Background: an optimization exercise with open tools, aiming at small area, a short achievable clock period and few clock cycles per item. Do not read the settings as production practice.
The RTL was checked by simulation tests, not by an equivalence proof against the original design.
Power figures rest on the tool's default switching activity, not on a simulated workload.

## flow/design.v

```verilog
module fp32_round #(
    parameter W = 48
) (
    input  wire                sign,
    input  wire signed [10:0]  exp,
    input  wire [W-1:0]        sig,
    output reg  [31:0]         y
);
    integer          sh;
    reg [W-1:0]      shifted;
    reg [W-1:0]      lost_mask;
    reg              lost;
    reg [23:0]       m;
    reg              g;
    reg              s;
    reg              rup;
    reg [7:0]        efield;
    reg [30:0]       packed_r;
    always @* begin
        if (exp <= 0) begin
            sh = 1 - exp;
            if (sh > W) sh = W;
        end else begin
            sh = 0;
        end
        shifted   = sig >> sh;
        lost_mask = ~({W{1'b1}} << sh);
        lost      = |(sig & lost_mask);
        m   = shifted[W-1 -: 24];
        g   = shifted[W-25];
        s   = (|shifted[W-26:0]) | lost;
        rup = g & (s | m[0]);
        efield   = (exp <= 0) ? 8'd0 : exp[7:0];
        packed_r = {efield, m[22:0]} + {30'd0, rup};
        if (exp >= 255)
            y = {sign, 8'hFF, 23'd0};
        else
            y = {sign, packed_r};
    end
endmodule
module fp32_mul (
    input  wire [31:0] a,
    input  wire [31:0] b,
    output reg  [31:0] y
);
    wire        sa = a[31];
    wire        sb = b[31];
    wire [7:0]  ea = a[30:23];
    wire [7:0]  eb = b[30:23];
    wire [22:0] fa = a[22:0];
    wire [22:0] fb = b[22:0];
    wire a_zero = (ea == 8'd0)   && (fa == 23'd0);
    wire b_zero = (eb == 8'd0)   && (fb == 23'd0);
    wire a_inf  = (ea == 8'hFF)  && (fa == 23'd0);
    wire b_inf  = (eb == 8'hFF)  && (fb == 23'd0);
    wire a_nan  = (ea == 8'hFF)  && (fa != 23'd0);
    wire b_nan  = (eb == 8'hFF)  && (fb != 23'd0);
    wire        sy = sa ^ sb;
    wire [23:0] ma = {ea != 8'd0, fa};
    wire [23:0] mb = {eb != 8'd0, fb};
    wire [9:0]  xa = (ea == 8'd0) ? 10'd1 : {2'b00, ea};
    wire [9:0]  xb = (eb == 8'd0) ? 10'd1 : {2'b00, eb};
    wire [47:0] prod = ma * mb;
    reg [5:0]   lz;
    integer     i;
    always @* begin
        lz = 6'd0;
        for (i = 0; i < 48; i = i + 1)
            if (prod[i]) lz = 6'd47 - i[5:0];
    end
    wire [47:0]        norm = prod << lz;
    wire signed [10:0] e    = $signed({1'b0, xa}) + $signed({1'b0, xb})
                              - 11'sd126 - $signed({5'd0, lz});
    wire [31:0] rounded;
    fp32_round #(.W(48)) u_round (
        .sign (sy),
        .exp  (e),
        .sig  (norm),
        .y    (rounded)
    );
    always @* begin
        if (a_nan || b_nan || (a_inf && b_zero) || (a_zero && b_inf))
            y = 32'h7FC00000;
        else if (a_inf || b_inf)
            y = {sy, 8'hFF, 23'd0};
        else if (a_zero || b_zero)
            y = {sy, 31'd0};
        else
            y = rounded;
    end
endmodule
module fp32_add (
    input  wire [31:0] a,
    input  wire [31:0] b,
    input  wire        sub,
    output reg  [31:0] y
);
    wire [31:0] bb = {b[31] ^ sub, b[30:0]};
    wire a_inf = (a[30:23] == 8'hFF) && (a[22:0] == 23'd0);
    wire b_inf = (bb[30:23] == 8'hFF) && (bb[22:0] == 23'd0);
    wire a_nan = (a[30:23] == 8'hFF) && (a[22:0] != 23'd0);
    wire b_nan = (bb[30:23] == 8'hFF) && (bb[22:0] != 23'd0);
    wire        swap = bb[30:0] > a[30:0];
    wire [31:0] p    = swap ? bb : a;
    wire [31:0] q    = swap ? a  : bb;
    wire        eff_sub = p[31] ^ q[31];
    wire [23:0] mp = {p[30:23] != 8'd0, p[22:0]};
    wire [23:0] mq = {q[30:23] != 8'd0, q[22:0]};
    wire [7:0]  xp = (p[30:23] == 8'd0) ? 8'd1 : p[30:23];
    wire [7:0]  xq = (q[30:23] == 8'd0) ? 8'd1 : q[30:23];
    wire [7:0]  d  = xp - xq;
    wire [26:0] wq      = {mq, 3'b000};
    wire [26:0] q_shift = (d > 8'd26) ? 27'd0 : (wq >> d);
    wire [26:0] q_mask  = (d > 8'd26) ? {27{1'b1}} : ~({27{1'b1}} << d);
    wire        q_stk   = |(wq & q_mask);
    wire [26:0] q_al    = {q_shift[26:1], q_shift[0] | q_stk};
    wire [26:0] p_al    = {mp, 3'b000};
    wire [27:0] sum = eff_sub ? ({1'b0, p_al} - {1'b0, q_al})
                              : ({1'b0, p_al} + {1'b0, q_al});
    reg [4:0] lz;
    integer   i;
    always @* begin
        lz = 5'd0;
        for (i = 0; i < 28; i = i + 1)
            if (sum[i]) lz = 5'd27 - i[4:0];
    end
    wire [27:0]        norm = sum << lz;
    wire signed [10:0] e    = $signed({3'b000, xp}) + 11'sd1 - $signed({6'd0, lz});
    wire [31:0] rounded;
    fp32_round #(.W(28)) u_round (
        .sign (p[31]),
        .exp  (e),
        .sig  (norm),
        .y    (rounded)
    );
    always @* begin
        if (a_nan || b_nan || (a_inf && b_inf && (a[31] != bb[31])))
            y = 32'h7FC00000;
        else if (a_inf)
            y = a;
        else if (b_inf)
            y = bb;
        else if (sum == 28'd0)
            y = {a[31] & bb[31], 31'd0};
        else
            y = rounded;
    end
endmodule
module fp32_sqrt (
    input  wire [31:0] a,
    output reg  [31:0] y
);
    wire        sa = a[31];
    wire [7:0]  ea = a[30:23];
    wire [22:0] fa = a[22:0];
    wire a_zero = (ea == 8'd0)  && (fa == 23'd0);
    wire a_inf  = (ea == 8'hFF) && (fa == 23'd0);
    wire a_nan  = (ea == 8'hFF) && (fa != 23'd0);
    reg [4:0]         lz;
    integer           i;
    always @* begin
        lz = 5'd0;
        for (i = 0; i < 23; i = i + 1)
            if (fa[i]) lz = 5'd22 - i[4:0];
    end
    wire [23:0]        m = (ea == 8'd0) ? ({1'b0, fa} << (lz + 5'd1)) : {1'b1, fa};
    wire signed [9:0]  e = (ea == 8'd0) ? (-10'sd127 - $signed({5'd0, lz}))
                                        : ($signed({2'b00, ea}) - 10'sd127);
    wire [49:0] x = e[0] ? {m, 26'd0} : {1'b0, m, 25'd0};
    reg [24:0] root;
    reg [27:0] rem;
    reg [27:0] trial;
    integer    k;
    always @* begin
        root = 25'd0;
        rem  = 28'd0;
        for (k = 24; k >= 0; k = k - 1) begin
            rem   = {rem[25:0], x[2*k+1], x[2*k]};
            trial = {1'b0, root, 2'b01};
            if (rem >= trial) begin
                rem  = rem - trial;
                root = {root[23:0], 1'b1};
            end else begin
                root = {root[23:0], 1'b0};
            end
        end
    end
    wire signed [9:0] ey   = (e >>> 1) + 10'sd127;      
    wire              g    = root[0];
    wire              stk  = (rem != 28'd0);
    wire              rup  = g & (stk | root[1]);
    wire [30:0]       res  = {ey[7:0], root[23:1]} + {30'd0, rup};
    always @* begin
        if (a_nan || (sa && !a_zero))
            y = 32'h7FC00000;
        else if (a_zero)
            y = a;
        else if (a_inf)
            y = a;
        else
            y = {1'b0, res};
    end
endmodule
module bin_smooth (
    input  wire        clk,
    input  wire        rst,
    input  wire        in_valid,
    output wire        in_ready,
    input  wire [31:0] in_xr,
    input  wire [31:0] in_xi,
    input  wire [31:0] in_state,
    input  wire [31:0] in_alpha,
    output reg         out_valid,
    input  wire        out_ready,
    output reg  [31:0] out_mag,
    output reg  [31:0] out_state
);
    wire [31:0] sq_r, sq_i, sum, mag;
    wire [31:0] oma, keep, add_new, state_new;
    fp32_mul  u_sq_r (.a(in_xr), .b(in_xr), .y(sq_r));
    fp32_mul  u_sq_i (.a(in_xi), .b(in_xi), .y(sq_i));
    fp32_add  u_sum  (.a(sq_r), .b(sq_i), .sub(1'b0), .y(sum));
    fp32_sqrt u_sqrt (.a(sum), .y(mag));
    fp32_add  u_oma  (.a(32'h3F800000), .b(in_alpha), .sub(1'b1), .y(oma));
    fp32_mul  u_keep (.a(in_alpha), .b(in_state), .y(keep));
    fp32_mul  u_new  (.a(oma), .b(mag), .y(add_new));
    fp32_add  u_acc  (.a(keep), .b(add_new), .sub(1'b0), .y(state_new));
    assign in_ready = !out_valid || out_ready;
    always @(posedge clk) begin
        if (rst) begin
            out_valid <= 1'b0;
        end else if (in_ready) begin
            out_valid <= in_valid;
        end
    end
    always @(posedge clk) begin
        if (in_valid && in_ready) begin
            out_mag   <= mag;
            out_state <= state_new;
        end
    end
endmodule
```

## flow/run.sh

```bash
#!/bin/bash
# synth_recipe.tcl (not shown) runs the flow's synth.tcl, then flattens the netlist and writes it again
# the make line also repeats each setting of config.mk as NAME=value (left out here)
make -C /OpenROAD-flow-scripts/flow DESIGN_CONFIG=/design/flow/config.mk WORK_HOME=/design/flow/orfs CLKGATE_MAP_FILE= SYNTH_SCRIPT=/design/flow/synth_recipe.tcl finish
```

## flow/config.mk

```make
export PLATFORM = sky130hd
export DESIGN_NAME = bin_smooth
export DESIGN_NICKNAME = bin_smooth
export VERILOG_FILES = /design/flow/design.v
export SDC_FILE = /design/flow/constraint.sdc
export NUM_CORES = 4
export LEC_CHECK = 0
export CAP_MARGIN = 20
export CORE_MARGIN = 2
export CORE_UTILIZATION = 40
export SETUP_SLACK_MARGIN = 5
export SLEW_MARGIN = 20
```

## flow/constraint.sdc

```tcl
create_clock -name core_clock -period 230.0 [get_ports {clk}]
set_input_delay 46.0000 -clock core_clock [delete_from_list [all_inputs] [get_ports {clk}]]
set_output_delay 46.0000 -clock core_clock [all_outputs]
set_load 0.01 [all_outputs]
```

==> results.txt <==
[metrics by stage]
step / hold WS, ns / area, sq um / setup slack, ns / instances
final: 0.540 / 194000 / 17.04 / 30599
after global routing: 0.592 / 194000 / 4.94 / 30590
after CTS: 0.540 / 193000 / 8.05 / 30520
after detailed placement: 0.531 / 193000 / 8.46 / 30505
after global placement: 0.537 / 193000 / 9.76 / 30505
after floorplan: 0.593 / 173000 / 32.40 / 23836
[sequential cells by signal (all words and copies together) (netlist names)]
register	count
out_mag	31
out_valid	1
out_state	32
[metal layers]
layer | share of wire (%) | GRT usage, % | up-vias
met5 | 0.014 | 0.122 | -
met4 | 5.1 | 14.4 | 16
met3 | 9.5 | 5.58 | 1616
met2 | 42 | 48.9 | 9400
met1 | 43 | 45.5 | 92098
li1 | - | - | 86809
[what timing repair did]
item                                    4_1_cts  5_1_grt
gates resized for setup                       0      145
endpoints found under the hold margin         0        0
buffers inserted                              0       30
endpoints found under the setup margin        0       32
[kinds of logic (layout without fill, tap and decap cells)]
kind of cell    after synthesis  in the layout  synth area share (%)
mux                         597            597                  3.82
other cells                   2             50               0.00434
flops                        64             64                  1.10
buf+inv                    3817           4822                  8.58
fa+ha+maj                  3176           3176                  30.9
simple gates               8609           8611                  24.5
compound gates             6662           6664                  26.5
xor+xnor                    905            905                  4.64
[cell usage after synthesis (62+ instances only)]
cell type | n | share of area [%]
a22oi_1 | 195 | 0.85
and3_1 | 221 | 0.80
nor4_1 | 202 | 0.73
buf_4 | 62 | 0.27
xor2_1 | 270 | 1.4
nand2b_1 | 190 | 0.69
fa_1 | 1834 | 21
o22ai_1 | 196 | 0.71
a21oi_1 | 1678 | 4.9
inv_1 | 2486 | 5.4
a2111oi_0 | 111 | 0.56
a32oi_1 | 79 | 0.40
o21ai_0 | 896 | 2.6
buf_2 | 179 | 0.52
o32ai_1 | 71 | 0.36
or2_2 | 90 | 0.33
nand2_1 | 2357 | 5.1
or3_1 | 172 | 0.62
o21a_1 | 153 | 0.66
nor2_1 | 1991 | 4.3
nand4_1 | 307 | 1.1
a211o_1 | 87 | 0.44
or4_1 | 68 | 0.29
o21ai_1 | 242 | 0.70
mux2i_1 | 416 | 2.4
o221ai_1 | 98 | 0.50
o21bai_1 | 322 | 1.4
edfxtp_1 | 63 | 1.1
nor2b_1 | 175 | 0.63
xnor2_1 | 624 | 3.2
a221oi_1 | 113 | 0.57
a211oi_1 | 276 | 1.2
mux2_2 | 131 | 0.85
clkbuf_1 | 954 | 2.1
a31oi_1 | 246 | 0.89
ha_1 | 1341 | 9.7
o211ai_1 | 291 | 1.3
o31ai_1 | 147 | 0.64
o2111ai_1 | 122 | 0.62
buf_1 | 70 | 0.15
a21o_1 | 312 | 1.4
and2_1 | 1115 | 4.0
a311oi_1 | 93 | 0.47
nor3_1 | 619 | 1.8
nand3_1 | 746 | 2.2
[final cells by class]
| cell class | instances | area [sq um] |
|---|---|---|
| Timing Repair inverter | 1 | 5.00 |
| Timing Repair Buffer | 2264 | 17700 |
| Clock inverter | 6 | 85.1 |
| Fill cell | 44291 | 237000 |
| Clock buffer | 9 | 225 |
| Antenna cell | 44 | 110 |
| Tap cell | 5710 | 7140 |
| Multi-Input combinational cell | 19959 | 157000 |
| Inverter | 2542 | 9610 |
| Sequential cell | 64 | 1910 |
==> run_results.csv <==
group,metric,value,unit
final_layout,area_growth,12.2,%
logic_synthesis,ys_seq_elements,64,
final_layout,nets,28148,
pwr,p_per_area,5670,nW/um^2
floorplan,coreArea,431000,sq um
clock_network,cts.sinks,64,
critical_path,cp_top_family,"compound AO/OA/AOI/OAI gates",
sta,relSlewSlack,17.0,%
sta,fin_crit,212.96,ns
placement,place_hpwl,592,mm
route,vias,189939,
pwr,p_int,476,mW
clock_network,clkLatencyLatePin,0.40,ns
pwr,pwr-share-seq,0.2,%
critical_path,worstPathArrival,213.11,ns
floorplan,dieHeight,662,um
clock_network,cts_hold_buf,0,
sta,final-setup-viol-count,0,
pwr,p_switching,625,mW
final_layout,drive_above_1_share,11.7,%
logic_synthesis,synth.avg_cell_area,7.26,sq um
grt,antenna_found_initial,70,
sta,finalCritPeriodShare,92.6,%
critical_path,worst-path-buf-inv,135,
route,firstDrtPassIters,10,
grt,overflow,0,
final_layout,fin_util,45.1,%
sta,worst_pin_slew,1.23,ns
critical_path,endpoint_kind,"register",
route,detail_route.drc_violations,0,
logic_synthesis,ys_seq_area_share,1.10,%
status,status,"finished clean",
final_layout,final_common_cell,"inv_1",
critical_path,criticalPathCategory,"in2reg",
route,first_iter_violations,21384,
grt,grt_pass1_wl,1120,mm
critical_path,max_stage_delay,0.90,ns
clock_network,cts_root_buf,"clkbuf_16",
sta,max_freq,4.70,MHz
clock_network,path_clk_slew,0.07,ns
critical_path,rrSetupSlack,228.23,ns
critical_path,crit_path_max_fanout,47,
route,routedWlPerCell,24.0,um
critical_path,critPathLaunchType,"input port",
route,ant_nets,0,
clock_network,cts_tree,"built",
min_path,min_path_cells,2,
floorplan,io_pins,198,
critical_path,startpoint,"in_xr[16]",
pwr,power_leader,"combinational cells",
floorplan,initial_core_util,40.2,%
pwr,sw_frac_of_total,56.8,%
placement,port_buffers,194,
critical_path,cp_data_required_time,230.14,ns
pwr,power.total,1.10,W
sta,rsz0062_at_grt,"false",
final_layout,final_cell_mix,"inv_1 (2,482), nand2_1 (2,348), buf_4 (2,047), nor2_1 (1,958), fa_1 (1,832)",
route,viasPerCell,6.21,
grt,grt_max_degree,71,
critical_path,ff2ff_path_depth,3,
floorplan,die_x,662,um
critical_path,r2r-end,"out_state[22]",
grt,grt_pass1_vias,182692,
critical_path,crit_top_cell,"a21oi_1",
min_path,hp-start,"out_valid",
logic_synthesis,synth-edff-count,63,
critical_path,reg2reg_from,"out_valid",
logic_synthesis,synthCells,23832,
critical_path,slowest_stage,"a21oi_1",
pwr,peakVddDrop,7.59,mV
pwr,comb_power,1.10,W
pwr,pwr-share-clk,0,%
logic_synthesis,yosys_most_used_dff,"edfxtp_1",
sta,hold_viol,0,
sta,skew,0.0196,ns
logic_synthesis,synth_cell_types,169,
sta,slew_violations,0,
floorplan,rows,241,
pwr,powerClk,15.3,uW
route,drt-total-wl,736,mm
pwr,p_seq,2.31,mW
critical_path,worst-path-stages,1138,
logic_synthesis,synth_area,173000,sq um
pwr,p_leak,85.7,nW
logic_synthesis,ys_warn_count,6,
logic_synthesis,async_flop_share,0,%
clock_network,cts-buffers-inserted,9,
clock_network,clockBufferDepth,2,
clock_network,h-tree-depth,3,
min_path,hp-class,"reg2reg",
sta,tns,0,ns
floorplan,die-area,438000,sq um
placement,gp_congestion,1.06,
grt,track_usage,32.6,%
pwr,p_comb_share,99.8,%
job,cap_violations,0,
critical_path,crit_end,"out_state[30]",
min_path,holdPathEnd,"out_valid",
Testbench counts, summed over its fixed seeds: cycles 16,008, items 16,000.

## port drivers added, routing unchanged
How much do the figures lean on ideal ports? The routed layout below was timed once more, with nothing changed but the port constraints. Step 1 (the two cells are an assumption about what drives the block):
set clk [get_ports {clk}]
set_driving_cell -lib_cell sky130_fd_sc_hd__clkbuf_16 $clk
set_driving_cell -lib_cell sky130_fd_sc_hd__buf_2 [delete_from_list [all_inputs] $clk]
Step 2 adds t to the input delays and takes it off the output delays; t is the mean of the earliest and latest rising clock arrival at the registers after step 1. Input paths then give back, and output paths get back, about the clock's delay inside the block. Three values: ideal ports, drivers, drivers and shift; two values: the first two.
t (ns): 0.466
setup slack, ns: 17.038 / 17.095 / 16.629
slew at the worst register clock pin (ns): 0.07 / 0.07
After both steps this run still meets setup and hold. The setup slack of this run moves by +0.057 ns with the drivers and by -0.409 ns with both steps.
